This is an optimization exercise on Yosys and OpenROAD, whose aim is small area, a short achievable clock period and few clock cycles per item, not a production implementation. Function was checked by simulation only, so behaviour that the tests miss may differ from the original. No activity file was given, so power comes from the tool's default toggle rates.

===== flow/design.v =====
module spsws_cal (
    input  wire        clk,
    input  wire        rst,           
    input  wire        start,         
    output wire        ready,
    input  wire [31:0] f0_eff,        
    input  wire [31:0] fh_eff,        
    input  wire [31:0] fl_eff,        
    input  wire [31:0] symbol_us,     
    input  wire [31:0] ramp_us,       
    input  wire [7:0]  pwr_min,       
    input  wire [7:0]  pwr_max,       
    output reg         done,          
    output reg  [2:0]  fail_check,    
    output wire [31:0] shift_dur,
    output wire [31:0] idle,
    output wire [31:0] t1,
    output wire [31:0] t2,
    output wire [31:0] t3,
    output wire [31:0] t4,
    output wire [31:0] period,
    output wire [31:0] edge_step,
    output wire [31:0] bit_step
);
    localparam [18:0] DWELL_NUM = 19'd500000;
    localparam [1:0] S_IDLE = 2'd0,
                     S_DIV  = 2'd1,
                     S_POST = 2'd2;
    reg [1:0] state;
    wire st_idle = (state == S_IDLE);
    wire st_div  = (state == S_DIV);
    wire st_post = (state == S_POST);
    assign ready = st_idle;
    reg [18:0] o_sd;
    reg [31:0] o_t2, o_t3, o_r, o_per, o_es, o_bs;
    wire [31:0] o_t1 = o_t2 - o_r;
    wire [31:0] o_t4 = o_t3 + o_r;
    assign shift_dur = {13'd0, o_sd};
    assign idle      = o_t1;
    assign t1        = o_t1;
    assign t2        = o_t2;
    assign t3        = o_t3;
    assign t4        = o_t4;
    assign period    = o_per;
    assign edge_step = o_es;
    assign bit_step  = o_bs;
    function [2:0] dw_cycles(input [18:0] d);
        begin
            if      (d[18:15] != 4'd0) dw_cycles = 3'd1;
            else if (d[14:11] != 4'd0) dw_cycles = 3'd2;
            else if (d[10:7]  != 4'd0) dw_cycles = 3'd3;
            else if (d[6:3]   != 4'd0) dw_cycles = 3'd4;
            else                       dw_cycles = 3'd5;
        end
    endfunction
    function [18:0] dw_rem0(input [2:0] c);
        begin
            case (c)
                3'd1:    dw_rem0 = 19'd31250;
                3'd2:    dw_rem0 = 19'd1953;
                3'd3:    dw_rem0 = 19'd122;
                3'd4:    dw_rem0 = 19'd7;
                default: dw_rem0 = 19'd0;
            endcase
        end
    endfunction
    function [3:0] dw_nb(input [2:0] c);
        reg [23:0] n;
        begin
            n = {5'd0, DWELL_NUM};
            case (c)
                3'd1:    dw_nb = n[3:0];
                3'd2:    dw_nb = n[7:4];
                3'd3:    dw_nb = n[11:8];
                3'd4:    dw_nb = n[15:12];
                3'd5:    dw_nb = n[19:16];
                default: dw_nb = 4'd0;
            endcase
        end
    endfunction
    function [20:0] dw_digit(input [18:0] rem, input [1:0] nb,
                             input [18:0] d, input [20:0] d3);
        reg [20:0] x;
        reg [21:0] s1, s2, s3;
        begin
            x  = {rem, nb};
            s1 = {1'b0, x} - {3'd0, d};
            s2 = {1'b0, x} - {2'd0, d, 1'b0};
            s3 = {1'b0, x} - {1'b0, d3};
            if (!s3[21])      dw_digit = {2'd3, s3[18:0]};
            else if (!s2[21]) dw_digit = {2'd2, s2[18:0]};
            else if (!s1[21]) dw_digit = {2'd1, s1[18:0]};
            else              dw_digit = {2'd0, x[18:0]};
        end
    endfunction
    function [22:0] dw_cycle(input [18:0] rem, input [3:0] nb,
                             input [18:0] d, input [20:0] d3);
        reg [20:0] a, b;
        begin
            a = dw_digit(rem, nb[3:2], d, d3);
            b = dw_digit(a[18:0], nb[1:0], d, d3);
            dw_cycle = {a[20:19], b[20:19], b[18:0]};
        end
    endfunction
    function [9:0] rg_digit(input [7:0] rem, input [1:0] xb,
                            input [8:0] r, input [9:0] r3);
        reg [9:0]  x;
        reg [10:0] s1, s2, s3;
        begin
            x  = {rem, xb};
            s1 = {1'b0, x} - {2'd0, r};
            s2 = {1'b0, x} - {1'b0, r, 1'b0};
            s3 = {1'b0, x} - {1'b0, r3};
            if (!s3[10])      rg_digit = {2'd3, s3[7:0]};
            else if (!s2[10]) rg_digit = {2'd2, s2[7:0]};
            else if (!s1[10]) rg_digit = {2'd1, s1[7:0]};
            else              rg_digit = {2'd0, x[7:0]};
        end
    endfunction
    function [39:0] rg_cycle(input [7:0] rem, input [31:0] x,
                             input [8:0] r, input [9:0] r3);
        reg [9:0] a, b;
        begin
            a = rg_digit(rem, x[31:30], r, r3);
            b = rg_digit(a[7:0], x[29:28], r, r3);
            rg_cycle = {b[7:0], x[27:0], a[9:8], b[9:8]};
        end
    endfunction
    wire [32:0] dh_full = {1'b0, fh_eff} - {1'b0, f0_eff};
    wire [32:0] dl_full = {1'b0, f0_eff} - {1'b0, fl_eff};
    wire [20:0] dh3_in  = {fh_eff[19:0], 1'b0} + fh_eff[20:0]
                        - {f0_eff[19:0], 1'b0} - f0_eff[20:0];
    wire [20:0] dl3_in  = {f0_eff[19:0], 1'b0} + f0_eff[20:0]
                        - {fl_eff[19:0], 1'b0} - fl_eff[20:0];
    wire        dh_big_in = |dh_full[31:19];
    wire        dl_big_in = |dl_full[31:19];
    wire        ok1_in  = ~dh_full[32] & (|dh_full[31:0]) &
                          ~dl_full[32] & (|dl_full[31:0]);
    wire [2:0]  ch_in   = dh_big_in ? 3'd1 : dw_cycles(dh_full[18:0]);
    wire [2:0]  cl_in   = dl_big_in ? 3'd1 : dw_cycles(dl_full[18:0]);
    wire [18:0] dh_in   = dh_big_in ? 19'h7FFFF : dh_full[18:0];
    wire [18:0] dl_in   = dl_big_in ? 19'h7FFFF : dl_full[18:0];
    wire [20:0] dh3x_in = dh_big_in ? 21'h17FFFD : dh3_in;
    wire [20:0] dl3x_in = dl_big_in ? 21'h17FFFD : dl3_in;
    wire [8:0]  rng_in  = {pwr_max[7], pwr_max} - {pwr_min[7], pwr_min} + 9'd1;
    wire [9:0]  rng3_in = {pwr_max[7], pwr_max, 1'b0} + {pwr_max[7], pwr_max[7], pwr_max}
                        - {pwr_min[7], pwr_min, 1'b0} - {pwr_min[7], pwr_min[7], pwr_min}
                        + 10'd3;
    wire        s_small = (symbol_us[31:16] == 16'd0);
    wire        r_small = (ramp_us[31:16] == 16'd0);
    wire [31:0] en_in   = symbol_us - 32'd1000;
    reg  [18:0] dh_r, dl_r;
    reg  [20:0] dh3_r, dl3_r;
    reg         ok1_r;
    reg  [22:0] k1c_r;          
    reg  [31:0] s_r;
    reg  [31:0] r_r;
    reg         rpos_r, c5_r;
    reg  [8:0]  rng_r;
    reg  [9:0]  rng3_r;
    always @(posedge clk) begin
        if (st_idle) begin
            dh_r   <= dh_in;
            dl_r   <= dl_in;
            dh3_r  <= dh3x_in;
            dl3_r  <= dl3x_in;
            ok1_r  <= ok1_in;
            s_r    <= symbol_us;
            r_r    <= ramp_us;
            rpos_r <= |ramp_us;
            c5_r   <= (ramp_us >= {23'd0, rng_in});
            rng_r  <= rng_in;
            rng3_r <= rng3_in;
        end
    end
    reg [18:0] remh, reml;
    reg [18:0] qh, ql;
    reg [3:0]  nbh, nbl;
    reg [2:0]  ch, cl;           
    reg [31:0] xe, xb;           
    reg [7:0]  re, rb;
    reg [3:0]  ke, kb;           
    wire [22:0] sh = dw_cycle(remh, nbh, dh_r, dh3_r);
    wire [22:0] sl = dw_cycle(reml, nbl, dl_r, dl3_r);
    wire [39:0] se = rg_cycle(re, xe, rng_r, rng3_r);
    wire [34:0] k1_dv = {2'd0, s_r, 1'b0} - {1'b0, r_r, 2'd0};    
    wire [39:0] sb = rg_cycle(rb, xb, rng_r, rng3_r);
    wire [31:0] es_fin = (ke != 4'd0) ? se[31:0] : xe;
    wire [31:0] bs_fin = (kb != 4'd0) ? sb[31:0] : xb;
    always @(posedge clk) begin
        if (st_idle) begin
            remh <= dw_rem0(ch_in);
            reml <= dw_rem0(cl_in);
            nbh  <= dw_nb(ch_in);
            nbl  <= dw_nb(cl_in);
            ch   <= ch_in;
            cl   <= cl_in;
            qh   <= 19'd0;
            ql   <= 19'd0;
            xe   <= s_small ? {en_in[15:0], 16'd0} : en_in;
            ke   <= s_small ? 4'd4 : 4'd8;
            xb   <= r_small ? {ramp_us[15:0], 16'd0} : ramp_us;
            kb   <= r_small ? 4'd4 : 4'd8;
            re   <= 8'd0;
            rb   <= 8'd0;
        end else if (st_div) begin
            c4 <= (s_r >= {23'd0, rng_r} + 32'd1000);
            k1c_r <= k1_dv[34] ? 23'h7FFFFF :
                     (|k1_dv[33:22]) ? 23'h3FFFFF : k1_dv[22:0];
            if (ch != 3'd0) begin
                remh <= sh[18:0];
                qh   <= {qh[14:0], sh[22:19]};
                nbh  <= dw_nb(ch - 3'd1);
                ch   <= ch - 3'd1;
            end
            if (cl != 3'd0) begin
                reml <= sl[18:0];
                ql   <= {ql[14:0], sl[22:19]};
                nbl  <= dw_nb(cl - 3'd1);
                cl   <= cl - 3'd1;
            end
            if (ke != 4'd0) begin
                {re, xe} <= se;
                ke <= ke - 4'd1;
            end
            if (kb != 4'd0) begin
                {rb, xb} <= sb;
                kb <= kb - 4'd1;
            end
        end
    end
    wire [18:0] qh_e = qh;
    wire [18:0] ql_e = ql;
    wire [19:0] sig  = {1'b0, qh_e} + {1'b0, ql_e};
    wire        xo   = s_r[0] ^ qh_e[0];
    wire        yo   = s_r[0] ^ ql_e[0];
    wire        so   = qh_e[0] ^ ql_e[0];
    wire [21:0] u    = {2'd0, sig} + {21'd0, xo} + {21'd0, yo};
    wire signed [22:0] v = $signed({3'd0, sig}) - $signed({21'd0, so, 1'b0})
                         - $signed({22'd0, xo}) - $signed({22'd0, yo});
        wire [33:0] a2 = {1'b0, s_r, 1'b0} - {12'd0, u};
    wire [33:0] a3 = {1'b0, s_r, 1'b0} + {{11{v[22]}}, v};
    wire signed [24:0] k1cs = {{2{k1c_r[22]}}, k1c_r};
    wire signed [24:0] c_t1 = k1cs - 25'sd4 - $signed({6'd0, qh_e}) - $signed({6'd0, ql_e})
                            - $signed({24'd0, xo}) - $signed({24'd0, yo});
    wire signed [24:0] c_t4 = $signed({6'd0, qh_e}) + $signed({6'd0, ql_e})
                            - $signed({23'd0, so, 1'b0}) - $signed({24'd0, xo})
                            - $signed({24'd0, yo}) - k1cs;
    reg  c4;
    wire chk2 = ~c_t1[24] & c_t4[24] & rpos_r & (|sig[19:1]);
    wire pass = chk2 & c4 & c5_r;
    wire dw_last = (ch <= 3'd1) && (cl <= 3'd1);
    wire rg_last = (ke <= 4'd2) && (kb <= 4'd2);
    always @(posedge clk) begin
        if (rst) begin
            state      <= S_IDLE;
            done       <= 1'b0;
            fail_check <= 3'd0;
            o_sd       <= 19'd0;
            o_t2       <= 32'd0;
            o_t3       <= 32'd0;
            o_r        <= 32'd0;
            o_per      <= 32'd0;
            o_es       <= 32'd0;
            o_bs       <= 32'd0;
        end else begin
            done <= 1'b0;
            case (state)
                S_IDLE: begin
                    if (start) state <= S_DIV;
                end
                S_DIV: begin
                    if (!ok1_r) begin
                        fail_check <= 3'd1;
                        done       <= 1'b1;
                        state      <= S_IDLE;
                    end else if (dw_last && rg_last) begin
                        state <= S_POST;
                    end
                end
                S_POST: begin
                    if (!chk2)       fail_check <= 3'd2;
                    else if (!c4)    fail_check <= 3'd4;
                    else if (!c5_r)  fail_check <= 3'd5;
                    else             fail_check <= 3'd0;
                    if (pass) begin
                        o_sd  <= sig[19:1];
                        o_t2  <= a2[33:2];
                        o_t3  <= a3[33:2];
                        o_r   <= r_r;
                        o_per <= s_r;
                        o_es  <= es_fin;
                        o_bs  <= bs_fin;
                    end
                    done  <= 1'b1;
                    state <= S_IDLE;
                end
                default: state <= S_IDLE;
            endcase
        end
    end
endmodule

===== flow/run.sh =====
#!/bin/bash
# synth_recipe.tcl (not shown) runs the flow's synth.tcl, then flattens the netlist and writes it again
# the make line also repeats each setting of config.mk as NAME=value (left out here)
make -C /OpenROAD-flow-scripts/flow DESIGN_CONFIG=/design/flow/config.mk WORK_HOME=/design/flow/orfs CLKGATE_MAP_FILE= SYNTH_SCRIPT=/design/flow/synth_recipe.tcl finish

===== flow/config.mk =====
export PLATFORM = sky130hd
export DESIGN_NAME = spsws_cal
export DESIGN_NICKNAME = spsws_cal
export VERILOG_FILES = /design/flow/design.v
export SDC_FILE = /design/flow/constraint.sdc
export NUM_CORES = 4
export LEC_CHECK = 0
export CAP_MARGIN = 20
export CORE_MARGIN = 2
export CORE_UTILIZATION = 40
export SETUP_SLACK_MARGIN = 3.5
export SLEW_MARGIN = 20

===== flow/constraint.sdc =====
create_clock -name core_clock -period 10.0 [get_ports {clk}]
set_input_delay 2.0000 -clock core_clock [delete_from_list [all_inputs] [get_ports {clk}]]
set_output_delay 2.0000 -clock core_clock [all_outputs]
set_load 0.01 [all_outputs]

==> results of run 1 <==
area by class of cell:
cell class	instances	area, sq um
inverters	714	2690
diodes	6	15.0
clock inverters	37	384
clock buffers	92	2010
well taps	2030	2540
fillers	14535	78600
multi-input cells	5692	43800
flip-flops and latches	582	14800
repair buffers	651	6780
power breakdown:
part,total [mW],switching (mW),internal (mW)
Sequential,3.39,0.417,2.97
Combinational,11.3,6.36,4.96
Clock,2.68,1.16,1.52
Total,17.4,7.94,9.44
what timing repair did:
item / in CTS / in global routing
setup buffers: 45 / 58
endpoints found under the setup margin: 313 / 319
resized for setup: 176 / 215
cloned: 14 / 20
pin swaps: 28 / 57
through the flow:
stage	std cells	cell area (sq um)
5_1_grt	9801	72900
2_1_floorplan	7207	61000
6_report	9804	73000
3_3_place_gp	9531	67500
4_1_cts	9719	71200
3_5_place_dp	9531	67500
critical path: stages, from the launching register on:
cell and delay, ns:
sky130_fd_sc_hd__dfxtp_4 0.37, sky130_fd_sc_hd__ha_4 0.18, sky130_fd_sc_hd__inv_1 0.11, sky130_fd_sc_hd__fa_1 0.43
sky130_fd_sc_hd__nor2b_1 0.21, sky130_fd_sc_hd__o2111ai_1 0.20, sky130_fd_sc_hd__nand4_1 0.24, sky130_fd_sc_hd__a21boi_1 0.15
sky130_fd_sc_hd__xnor2_2 0.30, sky130_fd_sc_hd__inv_1 0.23, sky130_fd_sc_hd__or4_1 0.52, sky130_fd_sc_hd__o21ai_0 0.37
sky130_fd_sc_hd__nor3b_1 0.35, sky130_fd_sc_hd__nand2_1 0.12, sky130_fd_sc_hd__xnor2_1 0.16, sky130_fd_sc_hd__ha_1 0.37
sky130_fd_sc_hd__nand2_1 0.09, sky130_fd_sc_hd__o21ai_0 0.23, sky130_fd_sc_hd__a211o_1 0.22, sky130_fd_sc_hd__nand3_1 0.19
sky130_fd_sc_hd__o21ai_0 0.37, sky130_fd_sc_hd__a211oi_1 0.12, sky130_fd_sc_hd__o21ai_0 0.37, sky130_fd_sc_hd__and3_1 0.21
sky130_fd_sc_hd__a21oi_1 0.04, sky130_fd_sc_hd__a31oi_1 0.16
worst max-delay path by stage:
stage | end | slack (ns) | depth (start not counted)
global route | o_t3[31] | 3.26 | 25
CTS | idle[28] | 3.43 | 18
floorplan | reml[11] | 3.68 | 27
detailed placement | reml[11] | 1.94 | 23
global placement | o_per[15] | 2.05 | 29
finish | o_t3[31] | 3.59 | 25
cells in the mapped netlist (all sizes together) (109+ instances only):
cell type / n / area share
ha: 843 / 0.17
inv: 713 / 0.044
nor2: 623 / 0.038
nand2: 562 / 0.035
a21oi: 553 / 0.045
o21ai: 412 / 0.034
xnor2: 325 / 0.047
edfxtp: 311 / 0.15
dfxtp: 271 / 0.089
a21o: 215 / 0.026
mux2i: 210 / 0.035
xor2: 170 / 0.024
fa: 141 / 0.046
nand2b: 129 / 0.013
a211oi: 124 / 0.015
clkbuf: 120 / 0.0074
nor3: 117 / 0.0097
nand3: 109 / 0.0090
cells by family after synthesis:
| logic type | Yosys count |
|---|---|
| XOR/XNOR | 495 |
| buffers and inverters | 935 |
| adder cells (fa/ha/maj) | 985 |
| AO/OA/AOI/OAI | 1967 |
| flip-flops | 582 |
| AND/OR/NAND/NOR | 1984 |
| multiplexers | 246 |
| other | 1 |
cell usage in the layout, fill, tap and decap left out, types with 36 or more instances in the layout:
cell type / n
sky130_fd_sc_hd__nand2_1: 555
sky130_fd_sc_hd__xor2_1: 168
sky130_fd_sc_hd__nand2b_1: 128
sky130_fd_sc_hd__a21o_1: 211
sky130_fd_sc_hd__o21ai_0: 347
sky130_fd_sc_hd__edfxtp_1: 311
sky130_fd_sc_hd__o211ai_1: 44
sky130_fd_sc_hd__mux2i_1: 201
sky130_fd_sc_hd__o21ai_1: 44
sky130_fd_sc_hd__nor2b_1: 100
sky130_fd_sc_hd__o21a_1: 81
sky130_fd_sc_hd__a211oi_1: 108
sky130_fd_sc_hd__clkdlybuf4s50_1: 436
sky130_fd_sc_hd__nor2_1: 616
sky130_fd_sc_hd__dfxtp_1: 264
sky130_fd_sc_hd__xnor2_1: 320
sky130_fd_sc_hd__inv_1: 702
sky130_fd_sc_hd__fa_1: 138
sky130_fd_sc_hd__ha_1: 833
sky130_fd_sc_hd__nand3_1: 108
sky130_fd_sc_hd__nor3_1: 108
sky130_fd_sc_hd__or3_1: 54
sky130_fd_sc_hd__nand4_1: 40
sky130_fd_sc_hd__a31oi_1: 55
sky130_fd_sc_hd__o21bai_1: 51
sky130_fd_sc_hd__buf_4: 138
sky130_fd_sc_hd__and3_1: 54
sky130_fd_sc_hd__a311oi_1: 36
sky130_fd_sc_hd__clkbuf_16: 91
sky130_fd_sc_hd__a21oi_1: 524
flip-flops by register name (all words and copies together) (netlist names), 23 cells and up:
register  count
k1c_r        23
o_bs         32
o_es         32
o_per        32
o_r          32
o_t2         32
o_t3         32
r_r          32
s_r          32
xb           32
xe           32
routing by layer:
metal	vias up	GRT usage	share of wire
met5	-	0	0.00019
li1	26805	-	-
met4	8	0.0838	0.033
met3	308	0.0373	0.066
met2	1780	0.413	0.45
met1	26572	0.347	0.45
==> metrics.log, run 1 <==
INFO  metric clock_latency = 0.69 ns
INFO  metric dpl_worst_slack = 1.94 ns
INFO  metric numPortBuffers = 458
INFO  metric crit_type = reg2reg
INFO  metric hold_depth = 2
INFO  metric cts-buffers-inserted = 70
INFO  metric synth_top_family_by_area = adder cells
INFO  metric fp.dieArea = 0.155 sq mm
INFO  metric synth_fa_ha_area_frac = 0.220
INFO  metric worstSetupStartpointType = flop
INFO  metric cap_violations = 0
INFO  metric rsz_0062_raised_after_global_routing = yes
INFO  metric period_minus_slack = 6.41 ns
INFO  metric core_area = 0.152 sq mm
INFO  metric cts.sinks = 582
INFO  metric num_ports = 472
INFO  metric vdd_ir_drop_max = 0.123 mV
INFO  metric setup_total_negative_slack = 0 ns
INFO  metric dominantRegCellSynth = sky130_fd_sc_hd__edfxtp_1
INFO  metric globalplace.congestion = 0.945
INFO  metric cts.root.buffer_cell = sky130_fd_sc_hd__clkbuf_16
INFO  metric rows = 143
INFO  metric fin_nets = 8874
INFO  metric detailed_place_hpwl = 161000 um
INFO  metric grt_max_degree = 97
INFO  metric dieHeight = 394 um
INFO  metric area.growth.synth_to_final = 19.7%
INFO  metric hold-path-endpoint = o_es[1]
INFO  metric final.setup_skew = 0.0471 ns
INFO  metric setup_viol = 0
INFO  metric layout_setup_ws = 3.59 ns
INFO  metric grt_pass1_vias = 53.2k
INFO  metric synth.cell_area = 0.0609 sq mm
INFO  metric power-per-cell-area = 238 mW/mm^2
INFO  metric ys_seq_elements = 582
INFO  metric via_per_inst = 5.66
INFO  metric synthCells = 7195
INFO  metric synth-compound-area-share = 0.209
INFO  metric drive_above_1_share = 0.0792
INFO  metric clkSlewWorstSetupHoldPaths = 0.06 ns
INFO  metric post_drt_wl_per_cell = 21.3 um
INFO  metric vias = 55.5k
INFO  metric max_slew.worst_pin.slew = 1.02 ns
INFO  metric reg2reg_from = qh[0]
INFO  metric postRouteAntennaNets = 0
INFO  metric hold_class = reg2reg
INFO  metric ys_types = 102
INFO  metric dieWidth = 394 um
INFO  metric synth_xor_area_frac = 0.0714
INFO  metric startpoint = qh[0]
INFO  metric synth_edf_count = 311
INFO  metric hold_violation_total_from_the_final_report = 0
INFO  metric maxSlewHeadroom = 0.317
INFO  metric reg2regPathDepth = 25
INFO  metric leakagePower = 32.2 nW
INFO  metric cts_tree = built
INFO  metric fin_util = 0.481
INFO  metric finalCritPeriodShare = 0.641
INFO  metric grt_use_total = 0.255
INFO  metric timing.critical_path.fanout_max = 7
INFO  metric async_flop_share = 0
INFO  metric synth_mux_area_frac = 0.0412
INFO  metric iteration_0_drc_markers = 4259
INFO  metric remaining_design_rule_violation_count = 0
INFO  metric drt_pass1_iterations = 6
INFO  metric ctsHtreeMaxLevel = 3
INFO  metric synthesis.area_per_instance = 8.47 sq um
INFO  metric cp_data_required_time = 10.61 ns
INFO  metric crit_path_end_kind = flop
INFO  metric drv_slew = 0
INFO  metric worst_hold_startpoint = o_es[1]
INFO  metric rr_endpoint = o_t3[31]
INFO  metric setup.reg_to_reg.worst_slack = 3.59 ns
INFO  metric max_clock_freq = 156 MHz
INFO  metric global_route_total_overflow = 0
INFO  metric synth_sequential_area_ratio = 0.242
INFO  metric start_util = 0.402
INFO  metric synth-warning-count = 1
INFO  metric cts_hold_buffers = 0
INFO  metric clockBufferDepth = 3
INFO  metric number_of_antenna_violations_at_the_first_check_in_global_routing = 12
INFO  metric critPathArrivalTime = 7.01 ns
INFO  metric fin_total_pwr = 17.4 mW
INFO  metric run_status = finished clean
INFO  metric fin_hold_ws = 0.457 ns
INFO  metric first_pass_grt_wire_length = 312000 um
INFO  metric wirelength = 209000 um
INFO  metric post_synth_and_or_nand_nor_area_fraction = 0.154
Testbench counts, summed over its fixed seeds: cycles 11,982, items 2,400.
==> inputs of run 2 (changes only) <==
--- a/flow/config.mk
+++ b/flow/config.mk
@@ -10,3 +10,3 @@
 export CORE_UTILIZATION = 40
-export SETUP_SLACK_MARGIN = 3.5
+export SETUP_SLACK_MARGIN = 3
 export SLEW_MARGIN = 20
==> metrics.log, run 2 <==
INFO  metric dieHeight = 394 um (unchanged)
INFO  metric vias = 54.8k (-1.2%)
INFO  metric synthDominantCellAreaShare = 0.173 (unchanged)
INFO  metric ys_seq_elements = 582 (unchanged)
INFO  metric largest_area_contributor_in_the_netlist = sky130_fd_sc_hd__ha_1
INFO  metric crit_type = reg2reg
INFO  metric cts.sinks = 582 (unchanged)
INFO  metric via_per_inst = 5.64 (-0.29%)
INFO  metric fin_total_pwr = 16.8 mW (-3.2%)
INFO  metric postRouteAntennaNets = 0 (unchanged)
INFO  metric setup_total_negative_slack = 0 ns (unchanged)
INFO  metric numPortBuffers = 458 (unchanged)
INFO  metric layout.cells.most_common_list = sky130_fd_sc_hd__ha_1, sky130_fd_sc_hd__inv_1, sky130_fd_sc_hd__nor2_1
INFO  metric hold_class = reg2reg
INFO  metric seqCellArea = 0.0148 sq mm (about the same)
INFO  metric layout.cells.most_common = sky130_fd_sc_hd__ha_1
INFO  metric synth.cell_area = 0.0609 sq mm (unchanged)
INFO  metric synthCells = 7195 (unchanged)
INFO  metric async_flop_share = 0 (unchanged)
INFO  metric rsz_0062_raised_after_global_routing = yes
INFO  metric synth-warning-count = 1 (unchanged)
INFO  metric hold_violation_total_from_the_final_report = 0 (unchanged)
INFO  metric worstSetupStartpointType = flop
INFO  metric cts_tree = built
INFO  metric synth_edf_count = 311 (unchanged)
INFO  metric core_area = 0.152 sq mm (unchanged)
INFO  metric max_clock_freq = 148 MHz (-5.0%)
INFO  metric grt_max_degree = 92 (-5.2%)
INFO  metric cts-buffers-inserted = 70 (unchanged)
INFO  metric grt_use_total = 0.252 (-0.00288)
INFO  metric wirelength = 205000 um (-1.6%)
INFO  metric dominantRegCellSynth = sky130_fd_sc_hd__edfxtp_1
INFO  metric clockBufferDepth = 3 (unchanged)
INFO  metric run_status = finished clean
INFO  metric num_ports = 472 (unchanged)
INFO  metric drive_above_1_share = 0.0526 (-0.0266)
INFO  metric synthTopCellsByCount = sky130_fd_sc_hd__ha_1, sky130_fd_sc_hd__inv_1, sky130_fd_sc_hd__nor2_1
INFO  metric vdd_ir_drop_max = 0.156 mV (+27%)
INFO  metric first_pass_grt_wire_length = 308000 um (-1.5%)
INFO  metric dieWidth = 394 um (unchanged)
INFO  metric globalplace.congestion = 0.940 (-0.52%)
INFO  metric start_util = 0.402 (unchanged)
INFO  metric n_fill_cell = 14.7k (+1.4%)
INFO  metric fin_nets = 8788 (-0.97%)
INFO  metric ys_types = 102 (unchanged)
INFO  metric crit_path_end_kind = flop
INFO  metric area_taken_by_multi_input_logic_gates = 0.0430 sq mm (-1.8%)
INFO  metric number_of_antenna_violations_at_the_first_check_in_global_routing = 14 (+2)
INFO  metric iteration_0_drc_markers = 4431 (+4.0%)
INFO  metric drt_pass1_iterations = 6 (unchanged)
INFO  metric max_slew.worst_pin.slew = 1.05 ns (+0.0258 ns)
INFO  metric cp_data_required_time = 10.47 ns (-0.14 ns)
INFO  metric cap_violations = 0 (unchanged)
INFO  metric synth_sequential_area_ratio = 0.242 (unchanged)
INFO  metric global_route_total_overflow = 0 (unchanged)
INFO  metric ctsHtreeMaxLevel = 3 (unchanged)
INFO  metric critPathArrivalTime = 7.21 ns (+0.20 ns)
INFO  metric period_minus_slack = 6.75 ns (+0.340 ns)
INFO  metric post-synth-top-count-cell = sky130_fd_sc_hd__ha_1
INFO  metric synthesis.area_per_instance = 8.47 sq um (unchanged)
INFO  metric setup_viol = 0 (unchanged)
INFO  metric grt_pass1_vias = 51.8k (-2.7%)
INFO  metric area.growth.synth_to_final = 16.6%
INFO  metric clock_latency = 0.72 ns (+0.03 ns)
INFO  metric final.setup_skew = 0.0492 ns (+0.00211 ns)
INFO  metric cts.root.buffer_cell = sky130_fd_sc_hd__clkbuf_16
INFO  metric synth.top_cells.by_area = sky130_fd_sc_hd__ha_1, sky130_fd_sc_hd__edfxtp_1, sky130_fd_sc_hd__dfxtp_1, sky130_fd_sc_hd__xnor2_1, sky130_fd_sc_hd__fa_1
INFO  metric detailed_place_hpwl = 163000 um (+0.84%)
INFO  metric clkSlewWorstSetupHoldPaths = 0.06 ns (about the same)
INFO  metric fp.dieArea = 0.155 sq mm (unchanged)
INFO  metric dpl_worst_slack = 1.96 ns (+0.0240 ns)
INFO  metric layout_setup_ws = 3.25 ns (-0.340 ns)
INFO  metric finalCritPeriodShare = 0.675 (+0.0340)
INFO  metric remaining_design_rule_violation_count = 0 (unchanged)
INFO  metric power-per-cell-area = 237 mW/mm^2 (-0.62%)
INFO  metric leakagePower = 31.3 nW (-2.8%)
INFO  metric timing.critical_path.fanout_max = 30 (+23)
INFO  metric maxSlewHeadroom = 0.299 (-0.0172)
INFO  metric rows = 143 (unchanged)
INFO  metric post_drt_wl_per_cell = 21.1 um (-0.76%)
INFO  metric drv_slew = 0 (unchanged)
## run 2: changes by cell type in the layout (fill, tap and decap cells not counted), sizes merged
cell	previous run	this run
clkinv	24	23
clkdlybuf4s50	436	457
dlymetal6s2s	11	0
o21a	85	84
inv	718	719
dlygate4sd2	6	0
diode	6	7
buf	181	99
clkinvlp	6	8
clkbuf	109	100
## run 2: layer usage
| metal | routed length [um] | global-route usage | vias up | share of wire |
|---|---|---|---|---|
| met5 | 80 | 0 | - | 0.00039 |
| met4 | 6180 | 0.0760 | 12 | 0.030 |
| met3 | 13700 | 0.0375 | 268 | 0.067 |
| met2 | 92000 | 0.405 | 1727 | 0.45 |
| met1 | 93300 | 0.348 | 26183 | 0.45 |
| li1 | - | - | 26640 | - |
## run 2: layout make-up
type / instances / share of cell area
multi-input combinational: 5691 / 0.605
sequential: 582 / 0.208
timing repair buffer: 566 / 0.0806
inverter: 714 / 0.0378
tap: 2030 / 0.0358
clock buffer: 90 / 0.0269
clock inverter: 39 / 0.00618
antenna: 7 / 0.000247
## run 2: metrics by stage
step | cell area [sq um] | hold WS [ns] | utilization | instances
6_report | 71000 | 0.467 | 0.469 | 9719
5_1_grt | 71000 | 0.509 | 0.469 | 9716
4_1_cts | 70200 | 0.458 | 0.463 | 9673
3_5_place_dp | 67500 | 0.447 | 0.446 | 9535
3_3_place_gp | 67500 | 0.460 | 0.446 | 9535
2_1_floorplan | 61000 | 0.465 | - | 7207
## run 2: critical path: stages, from the launching register on
cell	delay, ns
sky130_fd_sc_hd__edfxtp_1	0.37
sky130_fd_sc_hd__inv_1	0.24
sky130_fd_sc_hd__ha_1	0.34
sky130_fd_sc_hd__a21o_1	0.21
sky130_fd_sc_hd__or3_1	0.35
sky130_fd_sc_hd__o2111a_1	0.33
sky130_fd_sc_hd__o211a_1	0.27
sky130_fd_sc_hd__o21a_1	0.19
sky130_fd_sc_hd__buf_4	0.23
sky130_fd_sc_hd__mux2i_1	0.18
sky130_fd_sc_hd__nand2_1	0.07
sky130_fd_sc_hd__o211ai_1	0.10
sky130_fd_sc_hd__o21ai_0	0.32
sky130_fd_sc_hd__ha_1	0.34
sky130_fd_sc_hd__a21o_1	0.16
sky130_fd_sc_hd__a21oi_1	0.15
sky130_fd_sc_hd__nor2b_1	0.08
sky130_fd_sc_hd__or2_2	0.30
sky130_fd_sc_hd__a21oi_1	0.20
sky130_fd_sc_hd__a21boi_2	0.25
sky130_fd_sc_hd__o21ai_0	0.14
sky130_fd_sc_hd__o41a_1	0.36
sky130_fd_sc_hd__or2_2	0.40
sky130_fd_sc_hd__o21ai_1	0.29
sky130_fd_sc_hd__mux2_2	0.37
sky130_fd_sc_hd__mux2i_1	0.28
## run 2: timing repair
| item | CTS | global route |
|---|---|---|
| gates cloned | 1 | 17 |
| setup buffers | 8 | 22 |
| setup endpoints to repair | 272 | 286 |
| pin swaps | 4 | 16 |
| hold buffers | 0 | 0 |
| gates resized for setup | 53 | 87 |
## run 2: path summary, 6_finish.rpt
kind            startpoint             to  slack, ns  cells after the start
min          fail_check[2]  fail_check[2]       0.47                      2
max reg2reg        dh_r[4]        remh[0]       3.25                     25
min reg2reg  fail_check[2]  fail_check[2]       0.47                      2
max                dh_r[4]        remh[0]       3.25                     25
## run 2: cell families (layout without fill, tap and decap cells)
group / Yosys count / in the layout / synth area share
compound gates: 1967 / 1968 / 0.209
xor+xnor: 495 / 495 / 0.0714
fa+ha+maj: 985 / 985 / 0.220
buf+inv: 935 / 1409 / 0.0618
flops: 582 / 582 / 0.242
mux: 246 / 246 / 0.0412
other cells: 1 / 20 / 0.0000616
simple gates: 1984 / 1984 / 0.154
## run 2: where the power goes
part	internal (mW)	total (mW)	switching [mW]
sequential	2.97	3.38	0.414
combinational	4.68	10.8	6.11
clock	1.46	2.65	1.19
total	9.11	16.8	7.71
==> inputs of run 3 (changes only) <==
--- a/flow/design.v
+++ b/flow/design.v
@@ -46,9 +46,10 @@
     assign bit_step  = o_bs;
-    function [2:0] dw_cycles(input [18:0] d);
-        begin
-            if      (d[18:15] != 4'd0) dw_cycles = 3'd1;
-            else if (d[14:11] != 4'd0) dw_cycles = 3'd2;
-            else if (d[10:7]  != 4'd0) dw_cycles = 3'd3;
-            else if (d[6:3]   != 4'd0) dw_cycles = 3'd4;
-            else                       dw_cycles = 3'd5;
+    localparam [2:0] SLOW_CYCLES = 3'd7;
+    localparam [18:0] SLOW_REM0  = 19'd3906;       
+    function [2:0] dw_cycles(input [11:0] d);
+        begin
+            if      (d[11])           dw_cycles = 3'd2;
+            else if (d[10:7] != 4'd0) dw_cycles = 3'd3;
+            else if (d[6:3]  != 4'd0) dw_cycles = 3'd4;
+            else                      dw_cycles = 3'd5;
         end
@@ -80,6 +81,13 @@
     endfunction
-    function [20:0] dw_digit(input [18:0] rem, input [1:0] nb,
-                             input [18:0] d, input [20:0] d3);
-        reg [20:0] x;
-        reg [21:0] s1, s2, s3;
+    function dw_sb(input [2:0] c);
+        reg [7:0] n;
+        begin
+            n = {1'b0, DWELL_NUM[6:0]};
+            dw_sb = n[c - 3'd1];
+        end
+    endfunction
+    function [13:0] dw_digit(input [11:0] rem, input [1:0] nb,
+                             input [11:0] d, input [13:0] d3);
+        reg [13:0] x;
+        reg [14:0] s1, s2, s3;
         begin
@@ -89,15 +97,24 @@
             s3 = {1'b0, x} - {1'b0, d3};
-            if (!s3[21])      dw_digit = {2'd3, s3[18:0]};
-            else if (!s2[21]) dw_digit = {2'd2, s2[18:0]};
-            else if (!s1[21]) dw_digit = {2'd1, s1[18:0]};
-            else              dw_digit = {2'd0, x[18:0]};
+            if (!s3[14])      dw_digit = {2'd3, s3[11:0]};
+            else if (!s2[14]) dw_digit = {2'd2, s2[11:0]};
+            else if (!s1[14]) dw_digit = {2'd1, s1[11:0]};
+            else              dw_digit = {2'd0, x[11:0]};
         end
     endfunction
-    function [22:0] dw_cycle(input [18:0] rem, input [3:0] nb,
-                             input [18:0] d, input [20:0] d3);
-        reg [20:0] a, b;
+    function [15:0] dw_cycle(input [11:0] rem, input [3:0] nb,
+                             input [11:0] d, input [13:0] d3);
+        reg [13:0] a, b;
         begin
             a = dw_digit(rem, nb[3:2], d, d3);
-            b = dw_digit(a[18:0], nb[1:0], d, d3);
-            dw_cycle = {a[20:19], b[20:19], b[18:0]};
+            b = dw_digit(a[11:0], nb[1:0], d, d3);
+            dw_cycle = {a[13:12], b[13:12], b[11:0]};
+        end
+    endfunction
+    function [19:0] dw_slow(input [18:0] rem, input nb, input [18:0] d);
+        reg [19:0] x;
+        reg [20:0] s;
+        begin
+            x = {rem, nb};
+            s = {1'b0, x} - {2'd0, d};
+            dw_slow = s[20] ? {1'b0, x[18:0]} : {1'b1, s[18:0]};
         end
@@ -130,6 +147,6 @@
     wire [32:0] dl_full = {1'b0, f0_eff} - {1'b0, fl_eff};
-    wire [20:0] dh3_in  = {fh_eff[19:0], 1'b0} + fh_eff[20:0]
-                        - {f0_eff[19:0], 1'b0} - f0_eff[20:0];
-    wire [20:0] dl3_in  = {f0_eff[19:0], 1'b0} + f0_eff[20:0]
-                        - {fl_eff[19:0], 1'b0} - fl_eff[20:0];
+    wire [13:0] dh3_in  = {fh_eff[12:0], 1'b0} + fh_eff[13:0]
+                        - {f0_eff[12:0], 1'b0} - f0_eff[13:0];
+    wire [13:0] dl3_in  = {f0_eff[12:0], 1'b0} + f0_eff[13:0]
+                        - {fl_eff[12:0], 1'b0} - fl_eff[13:0];
     wire        dh_big_in = |dh_full[31:19];
@@ -138,8 +155,8 @@
                           ~dl_full[32] & (|dl_full[31:0]);
-    wire [2:0]  ch_in   = dh_big_in ? 3'd1 : dw_cycles(dh_full[18:0]);
-    wire [2:0]  cl_in   = dl_big_in ? 3'd1 : dw_cycles(dl_full[18:0]);
+    wire        hslow_in = dh_big_in | (|dh_full[18:12]);
+    wire        lslow_in = dl_big_in | (|dl_full[18:12]);
+    wire [2:0]  ch_in   = hslow_in ? SLOW_CYCLES : dw_cycles(dh_full[11:0]);
+    wire [2:0]  cl_in   = lslow_in ? SLOW_CYCLES : dw_cycles(dl_full[11:0]);
     wire [18:0] dh_in   = dh_big_in ? 19'h7FFFF : dh_full[18:0];
     wire [18:0] dl_in   = dl_big_in ? 19'h7FFFF : dl_full[18:0];
-    wire [20:0] dh3x_in = dh_big_in ? 21'h17FFFD : dh3_in;
-    wire [20:0] dl3x_in = dl_big_in ? 21'h17FFFD : dl3_in;
     wire [8:0]  rng_in  = {pwr_max[7], pwr_max} - {pwr_min[7], pwr_min} + 9'd1;
@@ -152,3 +169,4 @@
     reg  [18:0] dh_r, dl_r;
-    reg  [20:0] dh3_r, dl3_r;
+    reg  [13:0] dh3_r, dl3_r;
+    reg         hslow, lslow;
     reg         ok1_r;
@@ -164,4 +182,6 @@
             dl_r   <= dl_in;
-            dh3_r  <= dh3x_in;
-            dl3_r  <= dl3x_in;
+            dh3_r  <= dh3_in;
+            dl3_r  <= dl3_in;
+            hslow  <= hslow_in;
+            lslow  <= lslow_in;
             ok1_r  <= ok1_in;
@@ -182,4 +202,6 @@
     reg [3:0]  ke, kb;           
-    wire [22:0] sh = dw_cycle(remh, nbh, dh_r, dh3_r);
-    wire [22:0] sl = dw_cycle(reml, nbl, dl_r, dl3_r);
+    wire [15:0] sh  = dw_cycle(remh[11:0], nbh, dh_r[11:0], dh3_r);
+    wire [15:0] sl  = dw_cycle(reml[11:0], nbl, dl_r[11:0], dl3_r);
+    wire [19:0] shs = dw_slow(remh, nbh[3], dh_r);
+    wire [19:0] sls = dw_slow(reml, nbl[3], dl_r);
     wire [39:0] se = rg_cycle(re, xe, rng_r, rng3_r);
@@ -191,6 +213,6 @@
         if (st_idle) begin
-            remh <= dw_rem0(ch_in);
-            reml <= dw_rem0(cl_in);
-            nbh  <= dw_nb(ch_in);
-            nbl  <= dw_nb(cl_in);
+            remh <= hslow_in ? SLOW_REM0 : dw_rem0(ch_in);
+            reml <= lslow_in ? SLOW_REM0 : dw_rem0(cl_in);
+            nbh  <= hslow_in ? {dw_sb(SLOW_CYCLES), 3'd0} : dw_nb(ch_in);
+            nbl  <= lslow_in ? {dw_sb(SLOW_CYCLES), 3'd0} : dw_nb(cl_in);
             ch   <= ch_in;
@@ -210,5 +232,11 @@
             if (ch != 3'd0) begin
-                remh <= sh[18:0];
-                qh   <= {qh[14:0], sh[22:19]};
-                nbh  <= dw_nb(ch - 3'd1);
+                if (hslow) begin
+                    remh <= shs[18:0];
+                    qh   <= {qh[17:0], shs[19]};
+                    nbh  <= {dw_sb(ch - 3'd1), 3'd0};
+                end else begin
+                    remh <= {7'd0, sh[11:0]};
+                    qh   <= {qh[14:0], sh[15:12]};
+                    nbh  <= dw_nb(ch - 3'd1);
+                end
                 ch   <= ch - 3'd1;
@@ -216,5 +244,11 @@
             if (cl != 3'd0) begin
-                reml <= sl[18:0];
-                ql   <= {ql[14:0], sl[22:19]};
-                nbl  <= dw_nb(cl - 3'd1);
+                if (lslow) begin
+                    reml <= sls[18:0];
+                    ql   <= {ql[17:0], sls[19]};
+                    nbl  <= {dw_sb(cl - 3'd1), 3'd0};
+                end else begin
+                    reml <= {7'd0, sl[11:0]};
+                    ql   <= {ql[14:0], sl[15:12]};
+                    nbl  <= dw_nb(cl - 3'd1);
+                end
                 cl   <= cl - 3'd1;
--- a/flow/config.mk
+++ b/flow/config.mk
@@ -7,3 +7,3 @@
 export LEC_CHECK = 0
-export CAP_MARGIN = 20
+export CAP_MARGIN = 5
 export CORE_MARGIN = 2
@@ -11,2 +11,2 @@
 export SETUP_SLACK_MARGIN = 3
-export SLEW_MARGIN = 20
+export SLEW_MARGIN = 5
==> metrics.log, run 3 <==
INFO  metric fin_nets = 8112 (-7.7%)
INFO  metric dieWidth = 378 um (-4.0%)
INFO  metric cp_data_required_time = 10.53 ns (+0.06 ns)
INFO  metric critPathBufInv = 3 (+1)
INFO  metric setup.reg_to_reg.worst_slack = 3.23 ns (-0.03 ns)
INFO  metric reg2reg_from = ql[1]
INFO  metric drv_slew = 0 (unchanged)
INFO  metric ctsHtreeMaxLevel = 3 (unchanged)
INFO  metric rsz_0062_raised_after_global_routing = yes
INFO  metric sw_frac_of_total = 0.439 (-0.0193)
INFO  metric seq_power_share = 0.237 (+0.036)
INFO  metric core_area = 0.139 sq mm (-8.0%)
INFO  metric postRouteAntennaNets = 0 (unchanged)
INFO  metric power.switching = 5.66 mW (-27%)
INFO  metric synthesis.area_per_instance = 8.43 sq um (-0.41%)
INFO  metric global_route_total_overflow = 0 (unchanged)
INFO  metric cts.sinks = 572 (-1.7%)
INFO  metric clockBufferDepth = 3 (unchanged)
INFO  metric iteration_0_drc_markers = 3925 (-11%)
INFO  metric synth_sequential_area_ratio = 0.258 (+0.0156)
INFO  metric clock_latency = 0.68 ns (-0.04 ns)
INFO  metric layout.cells.most_common_list = sky130_fd_sc_hd__ha_1, sky130_fd_sc_hd__inv_1, sky130_fd_sc_hd__nand2_1
INFO  metric dieHeight = 378 um (-4.0%)
INFO  metric timing.critical_path.max_delay_family = simple AND/OR/NAND/NOR gates
INFO  metric leakagePower = 28.9 nW (-7.5%)
INFO  metric synthCells = 6650 (-7.6%)
INFO  metric dpl-instance-area = 0.0624 sq mm (-7.6%)
INFO  metric dominantRegCellSynth = sky130_fd_sc_hd__edfxtp_1
INFO  metric period_minus_slack = 6.77 ns (+0.0281 ns)
INFO  metric crit_type = reg2reg
INFO  metric rows = 137 (-4.2%)
INFO  metric reg2regPathDepth = 28 (+12%)
INFO  metric worstSetupStartpointType = flop
INFO  metric largest_area_contributor_in_the_netlist = sky130_fd_sc_hd__ha_1
INFO  metric cap_violations = 0 (unchanged)
INFO  metric hold_class = reg2reg
INFO  metric cts_tree = built
INFO  metric p_comb_frac = 0.561 (-0.080)
INFO  metric vias = 50.6k (-7.7%)
INFO  metric setup_viol = 0 (unchanged)
INFO  metric post_drt_wl_per_cell = 21.0 um (-0.69%)
INFO  metric post-synth-top-count-cell = sky130_fd_sc_hd__ha_1
INFO  metric num_ports = 472 (unchanged)
INFO  metric cts.root.buffer_cell = sky130_fd_sc_hd__clkbuf_16
INFO  metric numPortBuffers = 458 (unchanged)
INFO  metric rr_endpoint = o_t3[29]
INFO  metric n_fill_cell = 13.5k (-8.3%)
INFO  metric grt_pass1_vias = 47.8k (-7.6%)
INFO  metric area.growth.synth_to_final = 16.9%
INFO  metric hold_depth = 2 (unchanged)
INFO  metric wirelength = 188000 um (-8.2%)
INFO  metric worst_path_largest_cell_delay = 0.49 ns (+0.09 ns)
INFO  metric finalCritPeriodShare = 0.677 (+0.00281)
INFO  metric synth_edf_count = 301 (-3.2%)
INFO  metric ys_types = 102 (unchanged)
INFO  metric timing.critical_path.fanout_max = 6 (-80%)
INFO  metric layout.cells.most_common = sky130_fd_sc_hd__ha_1
INFO  metric grt_max_degree = 86 (-6.5%)
INFO  metric run_status = finished clean
INFO  metric drt_pass1_iterations = 6 (unchanged)
INFO  metric hold-path-endpoint = o_per[23]
INFO  metric critPathArrivalTime = 7.30 ns (+0.09 ns)
INFO  metric crit_path_end_kind = flop
INFO  metric worst_hold_startpoint = o_per[23]
INFO  metric fin_total_pwr = 12.9 mW (-23%)
INFO  metric clkSlewWorstSetupHoldPaths = 0.06 ns (about the same)
INFO  metric final.setup_skew = 0.0413 ns (-0.00792 ns)
INFO  metric ys_seq_elements = 572 (-1.7%)
INFO  metric clock_power_share = 0.202 (+0.044)
INFO  metric number_of_antenna_violations_at_the_first_check_in_global_routing = 7 (-7)
INFO  metric synthTopCellsByCount = sky130_fd_sc_hd__ha_1, sky130_fd_sc_hd__inv_1, sky130_fd_sc_hd__nand2_1
INFO  metric power-per-cell-area = 197 mW/mm^2 (-17%)
INFO  metric setup_total_negative_slack = 0 ns (unchanged)
INFO  metric remaining_design_rule_violation_count = 0 (unchanged)
INFO  metric intPower = 7.23 mW (-21%)
INFO  metric max_clock_freq = 148 MHz (-0.41%)
INFO  metric max_slew.worst_pin.slew = 1.26 ns (+0.206 ns)
INFO  metric globalplace.congestion = 0.934 (-0.67%)
INFO  metric start_util = 0.402 (about the same)
INFO  metric hold_violation_total_from_the_final_report = 0 (unchanged)
INFO  metric synth.cell_area = 0.0561 sq mm (-8.0%)
INFO  metric maxSlewHeadroom = 0.162 (-0.137)
INFO  metric grt_use_total = 0.254 (+0.00209)
INFO  metric async_flop_share = 0 (unchanged)
INFO  metric synthDominantCellAreaShare = 0.171 (-0.00222)
INFO  metric post-route-cell-area = 0.0655 sq mm (-7.7%)
INFO  metric fp.dieArea = 0.143 sq mm (-7.9%)
INFO  metric cts-buffers-inserted = 68 (-2.9%)
INFO  metric vdd_ir_drop_max = 0.200 mV (+28%)
INFO  metric synth.top_cells.by_area = sky130_fd_sc_hd__ha_1, sky130_fd_sc_hd__edfxtp_1, sky130_fd_sc_hd__dfxtp_1, sky130_fd_sc_hd__a21oi_1, sky130_fd_sc_hd__inv_1
INFO  metric drive_above_1_share = 0.0501 (-0.00250)
INFO  metric synth-warning-count = 1 (unchanged)
INFO  metric first_pass_grt_wire_length = 282000 um (-8.3%)
INFO  metric critical_path.slowest_cell = sky130_fd_sc_hd__dfxtp_1
INFO  metric detailed_place_hpwl = 150000 um (-8.0%)
INFO  metric via_per_inst = 5.63 (-0.21%)
-- run 3: worst max path at each step --
| stage | startpoint | endpoint | slack (ns) | cells after the start |
|---|---|---|---|---|
| after floorplan | qh[0] | o_t2[11] | 3.85 | 28 |
| final | ql[1] | o_t3[29] | 3.23 | 28 |
| after global placement | qh[0] | o_t3[1] | 2.16 | 28 |
| after detailed placement | qh[0] | o_t3[1] | 1.95 | 28 |
| after global routing | rng_r[1] | xe[0] | 2.88 | 25 |
| after CTS | ql[0] | o_t3[1] | 2.97 | 32 |
-- run 3: final cells by class --
cell class / instances / area, sq um / share of cell area
timing repair buffer: 543 / 5320 / 0.0812
clock inverter: 29 / 357 / 0.00544
clock buffer: 95 / 1960 / 0.0299
inverter: 700 / 2640 / 0.0403
tap: 1876 / 2350 / 0.0358
multi-input combinational: 5168 / 38400 / 0.587
sequential: 572 / 14500 / 0.221
antenna: 2 / 5.00 / 0.0000764
-- run 3: repair_timing --
| item | 4_1_cts | 5_1_grt |
|---|---|---|
| pin swaps | 2 | 21 |
| endpoints found under the hold margin | 0 | 0 |
| hold buffers | 0 | 0 |
| setup endpoints to repair | 228 | 260 |
| setup buffers | 5 | 30 |
| gates cloned | 5 | 0 |
| resized for setup | 30 | 85 |
-- run 3: cell families (layout without fill, tap and decap cells) --
logic type,after synthesis,in the layout,synth area share
buffers and inverters,925,1367,0.0658
other,1,15,0.0000669
XOR/XNOR,420,420,0.0657
adder cells (fa/ha/maj),881,881,0.212
flip-flops,572,572,0.258
AO/OA/AOI/OAI,1846,1846,0.213
multiplexers,170,170,0.0308
AND/OR/NAND/NOR,1835,1838,0.155
-- run 3: worst register-to-register path, delay by kind of cell (launching register included) --
kind	cells	cell delay, ns
simple gates	13	2.46
compound gates	7	1.76
fa+ha+maj	2	0.78
xor+xnor	3	0.62
buf+inv	3	0.53
flops	1	0.49
-- run 3: power groups by stage --
stage               Clock [mW]  Sequential (mW)  Combinational [mW]
finish                    2.61             3.06                7.23
global route              2.75             3.08                8.02
CTS                       2.66             3.05                7.07
detailed placement           0             3.10                7.01
global placement             0             3.10                6.93
floorplan                    0             2.98                5.32
-- run 3: through the flow --
stage | instances | hold WS [ns] | setup WS (ns) | utilization
6_report | 8985 | 0.455 | 3.23 | 0.470
4_1_cts | 8953 | 0.455 | 2.97 | 0.466
5_1_grt | 8983 | 0.481 | 2.88 | 0.470
2_1_floorplan | 6662 | 0.453 | 3.85 | -
3_3_place_gp | 8819 | 0.446 | 2.16 | 0.448
3_5_place_dp | 8819 | 0.447 | 1.95 | 0.448
-- run 3: routing by layer --
metal | track usage | vias to the layer above | part of all wire
li1 | - | 24516 | -
met1 | 0.355 | 24235 | 0.46
met2 | 0.411 | 1550 | 0.45
met3 | 0.0310 | 274 | 0.057
met4 | 0.0668 | 10 | 0.026
met5 | 0 | - | 0.00029
Testbench counts of run 3, summed over its fixed seeds: cycles 11,982, items 2,400.
==> inputs of run 4 (changes only) <==
--- a/flow/config.mk
+++ b/flow/config.mk
@@ -7,3 +7,3 @@
 export LEC_CHECK = 0
-export CAP_MARGIN = 5
+export CAP_MARGIN = 20
 export CORE_MARGIN = 2
@@ -11,2 +11,2 @@
 export SETUP_SLACK_MARGIN = 3
-export SLEW_MARGIN = 5
+export SLEW_MARGIN = 20
==> metrics.log, run 4 <==
INFO  metric hold-path-endpoint = o_per[23]
INFO  metric cts.sinks = 572 (unchanged)
INFO  metric synth-warning-count = 1 (unchanged)
INFO  metric finalCritPeriodShare = 0.677 (unchanged)
INFO  metric globalplace.congestion = 0.934 (unchanged)
INFO  metric max_clock_freq = 148 MHz (unchanged)
INFO  metric crit_path_end_kind = flop
INFO  metric seqCellArea = 0.0145 sq mm (unchanged)
INFO  metric worst_path_largest_cell_delay = 0.49 ns (about the same)
INFO  metric ys_types = 102 (unchanged)
INFO  metric fin_hold_ws = 0.455 ns (unchanged)
INFO  metric n_fill_cell = 13.5k (unchanged)
INFO  metric hold_violation_total_from_the_final_report = 0 (unchanged)
INFO  metric vdd_ir_drop_max = 0.200 mV (unchanged)
INFO  metric start_util = 0.402 (unchanged)
INFO  metric dieHeight = 378 um (unchanged)
INFO  metric rsz_0062_raised_after_global_routing = yes
INFO  metric timing.critical_path.fanout_max = 6 (unchanged)
INFO  metric iteration_0_drc_markers = 3925 (unchanged)
INFO  metric setup_viol = 0 (unchanged)
INFO  metric via_per_inst = 5.63 (unchanged)
INFO  metric postRouteAntennaNets = 0 (unchanged)
INFO  metric max_slew.worst_pin.slew = 1.26 ns (unchanged)
INFO  metric post-route-cell-area = 0.0655 sq mm (unchanged)
INFO  metric hold_class = reg2reg
INFO  metric remaining_design_rule_violation_count = 0 (unchanged)
INFO  metric fin_total_pwr = 12.9 mW (unchanged)
INFO  metric fp.dieArea = 0.143 sq mm (unchanged)
INFO  metric worstSetupStartpointType = flop
INFO  metric global_route_total_overflow = 0 (unchanged)
INFO  metric reg2reg_from = ql[1]
INFO  metric number_of_antenna_violations_at_the_first_check_in_global_routing = 7 (unchanged)
INFO  metric numPortBuffers = 458 (unchanged)
INFO  metric clockBufferDepth = 3 (unchanged)
INFO  metric setup_total_negative_slack = 0 ns (unchanged)
INFO  metric synthCells = 6650 (unchanged)
INFO  metric ys_seq_elements = 572 (unchanged)
INFO  metric largest_area_contributor_in_the_netlist = sky130_fd_sc_hd__ha_1
INFO  metric period_minus_slack = 6.77 ns (unchanged)
INFO  metric post_drt_wl_per_cell = 21.0 um (unchanged)
INFO  metric layout.cells.most_common_list = sky130_fd_sc_hd__ha_1, sky130_fd_sc_hd__inv_1, sky130_fd_sc_hd__nand2_1
INFO  metric detailed_place_hpwl = 150000 um (unchanged)
INFO  metric critical_path.slowest_cell = sky130_fd_sc_hd__dfxtp_1
INFO  metric cts.root.buffer_cell = sky130_fd_sc_hd__clkbuf_16
INFO  metric cts_hold_buffers = 0 (unchanged)
INFO  metric cp_data_required_time = 10.53 ns (about the same)
INFO  metric dominantRegCellSynth = sky130_fd_sc_hd__edfxtp_1
INFO  metric run_status = finished clean
INFO  metric clkSlewWorstSetupHoldPaths = 0.06 ns (about the same)
INFO  metric p_comb_frac = 0.561 (about the same)
INFO  metric worst_hold_startpoint = o_per[23]
INFO  metric post-synth-top-count-cell = sky130_fd_sc_hd__ha_1
INFO  metric maxSlewHeadroom = 0.162 (unchanged)
INFO  metric grt_pass1_vias = 47.8k (unchanged)
INFO  metric cts-buffers-inserted = 68 (unchanged)
INFO  metric area_taken_by_multi_input_logic_gates = 0.0384 sq mm (unchanged)
INFO  metric drv_slew = 0 (unchanged)
INFO  metric drt_pass1_iterations = 6 (unchanged)
INFO  metric rows = 137 (unchanged)
INFO  metric dpl-instance-area = 0.0624 sq mm (unchanged)
INFO  metric drive_above_1_share = 0.0501 (unchanged)
INFO  metric clock_latency = 0.68 ns (about the same)
INFO  metric synth_sequential_area_ratio = 0.258 (unchanged)
INFO  metric sw_frac_of_total = 0.439 (unchanged)
INFO  metric fin_nets = 8112 (unchanged)
INFO  metric cap_violations = 0 (unchanged)
INFO  metric final.setup_skew = 0.0413 ns (unchanged)
INFO  metric grt_max_degree = 86 (unchanged)
INFO  metric cts_tree = built
INFO  metric wirelength = 188000 um (unchanged)
INFO  metric synth.cell_area = 0.0561 sq mm (unchanged)
INFO  metric area.growth.synth_to_final = 16.9% (unchanged)
INFO  metric clock_power_share = 0.202 (about the same)
INFO  metric dieWidth = 378 um (unchanged)
INFO  metric crit_type = reg2reg
INFO  metric power-per-cell-area = 197 mW/mm^2 (unchanged)
INFO  metric seq_power_share = 0.237 (about the same)
INFO  metric grt_use_total = 0.254 (unchanged)
INFO  metric rr_endpoint = o_t3[29]
INFO  metric synth_edf_count = 301 (unchanged)
INFO  metric startpoint = ql[1]
INFO  metric ctsHtreeMaxLevel = 3 (unchanged)
INFO  metric num_ports = 472 (unchanged)
INFO  metric hold_depth = 2 (unchanged)
INFO  metric layout.cells.most_common = sky130_fd_sc_hd__ha_1
INFO  metric core_area = 0.139 sq mm (unchanged)
INFO  metric first_pass_grt_wire_length = 282000 um (unchanged)
INFO  metric reg2regPathDepth = 28 (unchanged)
INFO  metric synthesis.area_per_instance = 8.43 sq um (unchanged)
INFO  metric synthDominantCellAreaShare = 0.171 (unchanged)
INFO  metric vias = 50.6k (unchanged)
INFO  metric critPathArrivalTime = 7.30 ns (about the same)
INFO  metric setup.reg_to_reg.worst_slack = 3.23 ns (about the same)
INFO  metric leakagePower = 28.9 nW (unchanged)
INFO  metric intPower = 7.23 mW (unchanged)
INFO  metric power.switching = 5.66 mW (unchanged)
INFO  metric synth.top_cells.by_area = sky130_fd_sc_hd__ha_1, sky130_fd_sc_hd__edfxtp_1, sky130_fd_sc_hd__dfxtp_1, sky130_fd_sc_hd__a21oi_1, sky130_fd_sc_hd__inv_1
INFO  metric async_flop_share = 0 (unchanged)
INFO  metric synthTopCellsByCount = sky130_fd_sc_hd__ha_1, sky130_fd_sc_hd__inv_1, sky130_fd_sc_hd__nand2_1
==> run 4: how the worst max path moves through the flow <==
| stage | endpoint | slack, ns | depth (start not counted) |
|---|---|---|---|
| global route | xe[0] | 2.88 | 25 |
| detailed placement | o_t3[1] | 1.95 | 28 |
| floorplan | o_t2[11] | 3.85 | 28 |
| CTS | o_t3[1] | 2.97 | 32 |
| global placement | o_t3[1] | 2.16 | 28 |
| finish | o_t3[29] | 3.23 | 28 |
==> run 4: cell type report <==
type | instances | area share
clock buffers | 95 | 0.0299
inverters | 700 | 0.0403
multi-input cells | 5168 | 0.587
repair buffers | 543 | 0.0812
flip-flops and latches | 572 | 0.221
diodes | 2 | 0.0000764
well taps | 1876 | 0.0358
clock inverters | 29 | 0.00544
==> run 4: kinds of logic after synthesis <==
| logic type | synth area share |
|---|---|
| buffers and inverters | 0.0658 |
| adders and majority gates | 0.212 |
| xor gates and xnor gates | 0.0657 |
| muxes | 0.0308 |
| other | 0.0000669 |
| DFF | 0.258 |
| and+or+nand+nor | 0.155 |
| AOI/OAI and AO/OA | 0.213 |
==> run 4: what timing repair did <==
action | in CTS | in global routing
resized for setup | 30 | 85
pin swaps | 2 | 21
setup endpoints to repair | 228 | 260
gates cloned | 5 | 0
setup buffers | 5 | 30
==> run 4: critical path: cells and delay by family, from the launching register on <==
kind                     cells  cell delay, ns
AND/OR/NAND/NOR             13            2.45
flip-flops                   1            0.49
AO/OA/AOI/OAI                7            1.76
buffers and inverters        3            0.52
adder cells (fa/ha/maj)      2            0.77
XOR/XNOR                     3            0.61
==> run 4: stage by stage <==
stage / setup WS (ns) / util / std cells
2_1_floorplan: 3.85 / - / 6662
3_3_place_gp: 2.16 / 0.448 / 8819
3_5_place_dp: 1.95 / 0.448 / 8819
4_1_cts: 2.97 / 0.466 / 8953
5_1_grt: 2.88 / 0.470 / 8983
6_report: 3.23 / 0.470 / 8985
==> run 4: metal layers <==
layer | GRT usage | share of wire
met1 | 0.355 | 0.46
met2 | 0.411 | 0.45
met3 | 0.0310 | 0.057
met4 | 0.0668 | 0.026
met5 | 0 | 0.00029
==> run 4: power groups by stage <==
stage          logic (mW)  registers, mW  clock network (mW)
2_1_floorplan        5.32           2.98                   0
3_3_place_gp         6.93           3.10                   0
3_5_place_dp         7.01           3.10                   0
4_1_cts              7.07           3.05                2.66
5_1_grt              8.02           3.08                2.75
6_report             7.23           3.06                2.61
==> inputs of run 5 (changes only) <==
--- a/flow/config.mk
+++ b/flow/config.mk
@@ -9,4 +9,4 @@
 export CORE_MARGIN = 2
-export CORE_UTILIZATION = 40
-export SETUP_SLACK_MARGIN = 3
+export CORE_UTILIZATION = 60
+export SETUP_SLACK_MARGIN = 4
 export SLEW_MARGIN = 20
==> metrics.log, run 5 <==
INFO  metric remaining_design_rule_violation_count = 0 (unchanged)
INFO  metric critical_path.slowest_cell = sky130_fd_sc_hd__or4_4
INFO  metric synthDominantCellAreaShare = 0.171 (unchanged)
INFO  metric vdd_ir_drop_max = 0.261 mV (+30%)
INFO  metric global_route_total_overflow = 0 (unchanged)
INFO  metric hold_class = reg2reg
INFO  metric crit_path_end_kind = flop
INFO  metric grt_max_degree = 85 (-1.2%)
INFO  metric rows = 112 (-18%)
INFO  metric iteration_0_drc_markers = 6743 (+72%)
INFO  metric via_per_inst = 6.47 (+15%)
INFO  metric synthCells = 6650 (unchanged)
INFO  metric layout.cells.most_common = sky130_fd_sc_hd__ha_1
INFO  metric clockBufferDepth = 3 (unchanged)
INFO  metric synth_sequential_area_ratio = 0.258 (unchanged)
INFO  metric maxSlewHeadroom = 0.278 (+0.116)
INFO  metric cts_hold_buffers = 0 (unchanged)
INFO  metric synth_edf_count = 301 (unchanged)
INFO  metric startpoint = qh[0]
INFO  metric synthesis.area_per_instance = 8.43 sq um (unchanged)
INFO  metric leakagePower = 31.5 nW (+9.0%)
INFO  metric layout_setup_ws = 3.55 ns (+0.326 ns)
INFO  metric crit_path_capture = o_t3[1]
INFO  metric postRouteAntennaNets = 0 (unchanged)
INFO  metric synthTopCellsByCount = sky130_fd_sc_hd__ha_1, sky130_fd_sc_hd__inv_1, sky130_fd_sc_hd__nand2_1
INFO  metric period_minus_slack = 6.45 ns (-0.326 ns)
INFO  metric synth.top_cells.by_area = sky130_fd_sc_hd__ha_1, sky130_fd_sc_hd__edfxtp_1, sky130_fd_sc_hd__dfxtp_1, sky130_fd_sc_hd__a21oi_1, sky130_fd_sc_hd__inv_1
INFO  metric first_pass_grt_wire_length = 304000 um (+7.9%)
INFO  metric max_slew.worst_pin.slew = 1.08 ns (-0.173 ns)
INFO  metric numPortBuffers = 458 (unchanged)
INFO  metric area.growth.synth_to_final = 25.5%
INFO  metric fin_util = 0.758 (+0.287)
INFO  metric num_ports = 472 (unchanged)
INFO  metric cts_tree = built
INFO  metric drive_above_1_share = 0.141 (+0.0908)
INFO  metric ys_seq_elements = 572 (unchanged)
INFO  metric drv_slew = 0 (unchanged)
INFO  metric fp.dieArea = 0.0959 sq mm (-33%)
INFO  metric synth-warning-count = 1 (unchanged)
INFO  metric setup.reg_to_reg.worst_slack = 3.55 ns (+0.33 ns)
INFO  metric dieWidth = 310 um (-18%)
INFO  metric worstSetupStartpointType = flop
INFO  metric critPathArrivalTime = 6.99 ns (-0.31 ns)
INFO  metric max_clock_freq = 155 MHz (+5.1%)
INFO  metric clock_latency = 0.68 ns (about the same)
INFO  metric largest_area_contributor_in_the_netlist = sky130_fd_sc_hd__ha_1
INFO  metric setup_total_negative_slack = 0 ns (unchanged)
INFO  metric grt_pass1_vias = 52.4k (+9.5%)
INFO  metric hold_violation_total_from_the_final_report = 0 (unchanged)
INFO  metric detailed_place_hpwl = 142000 um (-4.8%)
INFO  metric core_area = 0.0929 sq mm (-33%)
INFO  metric cts.root.buffer_cell = sky130_fd_sc_hd__clkbuf_16
INFO  metric drt_pass1_iterations = 11 (+5)
INFO  metric globalplace.congestion = 0.992 (+6.2%)
INFO  metric cts-buffers-inserted = 67 (-1.5%)
INFO  metric run_status = finished clean
INFO  metric placed_instances = 8190 (-7.1%)
INFO  metric crit_type = reg2reg
INFO  metric dpl_worst_slack = 2.57 ns (+0.627 ns)
INFO  metric rsz_0062_raised_after_global_routing = yes
INFO  metric rr_endpoint = o_t3[1]
INFO  metric n_fill_cell = 6702 (-50%)
INFO  metric cts.sinks = 572 (unchanged)
INFO  metric vias = 55.5k (+9.7%)
INFO  metric wirelength = 207000 um (+9.9%)
INFO  metric reg2regPathDepth = 33 (+18%)
INFO  metric cp_data_required_time = 10.54 ns (about the same)
INFO  metric async_flop_share = 0 (unchanged)
INFO  metric dieHeight = 310 um (-18%)
INFO  metric power-per-cell-area = 195 mW/mm^2 (-0.77%)
INFO  metric finalCritPeriodShare = 0.645 (-0.0326)
-- run 5: cell counts after synthesis --
Identical to the previous run, type by type.
-- run 5: timing repair --
action | 4_1_cts | 5_1_grt
gates cloned | 65 | 3
resized for setup | 714 | 238
setup buffers | 109 | 75
endpoints found under the setup margin | 337 | 330
pin swaps | 253 | 70
-- run 5: cells by family (layout without fill, tap and decap cells) --
kind of cell             after synthesis  after routing  synth area share
adder cells (fa/ha/maj)              881            881             0.212
buffers and inverters                925           1559            0.0658
flip-flops                           572            572             0.258
AND/OR/NAND/NOR                     1835           1851             0.155
multiplexers                         170            170            0.0308
other                                  1             16         0.0000669
XOR/XNOR                             420            420            0.0657
AO/OA/AOI/OAI                       1846           1847             0.213
-- run 5: metrics by stage --
step | instance area, sq um | power (mW) | hold WS (ns)
final | 70400 | 13.7 | 0.468
after global routing | 70400 | 14.5 | 0.476
after CTS | 68900 | 13.0 | 0.461
after detailed placement | 61600 | 10.1 | 0.447
after global placement | 61600 | 9.93 | 0.442
after floorplan | 56200 | 8.29 | 0.453
-- run 5: per-layer routing --
| metal | up-vias | GRT usage | routed length, um |
|---|---|---|---|
| li1 | 24993 | - | - |
| met5 | - | 0 | 18 |
| met3 | 886 | 0.0993 | 24600 |
| met1 | 26239 | 0.548 | 81600 |
| met4 | 4 | 0.199 | 11900 |
| met2 | 3355 | 0.622 | 88900 |
-- run 5: cell type report --
class                           instances  area (sq um)  share of cell area
Tap cell                             1254          1570              0.0223
Sequential cell                       572         14500               0.206
Timing Repair Buffer                  735          8200               0.116
Clock inverter                         33           546             0.00775
Inverter                              700          2640              0.0375
Multi-Input combinational cell       5182         41100               0.584
Antenna cell                            3          7.51            0.000107
Clock buffer                           91          1800              0.0255
-- run 5: how the worst min path moves through the flow --
stage / startpoint / to / slack (ns) / cells after the start
after detailed placement: o_per[20] / o_per[20] / 0.45 / 2
after CTS: o_per[3] / o_per[3] / 0.46 / 2
after global routing: o_sd[12] / o_sd[12] / 0.48 / 2
final: o_sd[12] / o_sd[12] / 0.47 / 2
after floorplan: o_r[10] / o_r[10] / 0.45 / 2
after global placement: o_per[26] / o_per[26] / 0.44 / 2
-- run 5: worst max-delay path, delay by kind of cell (launching register included) --
family | cells | cell delay (ns)
buffers and inverters | 6 | 0.80
adders and majority gates | 5 | 1.48
muxes | 1 | 0.33
xor gates and xnor gates | 1 | 0.06
AOI/OAI and AO/OA | 12 | 1.94
DFF | 1 | 0.36
and+or+nand+nor | 8 | 1.35
-- run 5: report_power, final --
group / switching, mW / internal (mW) / leakage [nW]
Clock: 1.13 / 1.53 / 1.12
Sequential: 0.263 / 2.80 / 5.08
Combinational: 4.71 / 3.30 / 25.3
Total: 6.11 / 7.64 / 31.5

-- separate check: timing with driven ports --
How much do the figures lean on ideal ports? The routed layouts below were timed once more, with nothing changed but the port constraints.
Step 1 sets driving cells, clkbuf_16 on the clock port and buf_2 on the other inputs (assumed; they add their load-dependent delay and slew).
Step 2 times the ports against the registers' clock, not the clock port: input delays grow and output delays shrink by t, the midpoint of the rising clock arrivals with the driver on.
Slacks: no drivers / after step 1 / after step 2; pairs: no drivers / after step 1.
run | t (ns) | slack for setup (ns)
run 1 | 0.734 | 3.594 / 3.594 / 3.010
run 2 | 0.766 | 3.254 / 3.181 / 2.581
run 3 | 0.738 | 3.226 / 3.223 / 2.782
run 4 | 0.738 | 3.226 / 3.223 / 2.782
run 5 | 0.735 | 3.552 / 3.552 / 3.447
After both steps every run listed still meets setup and hold.
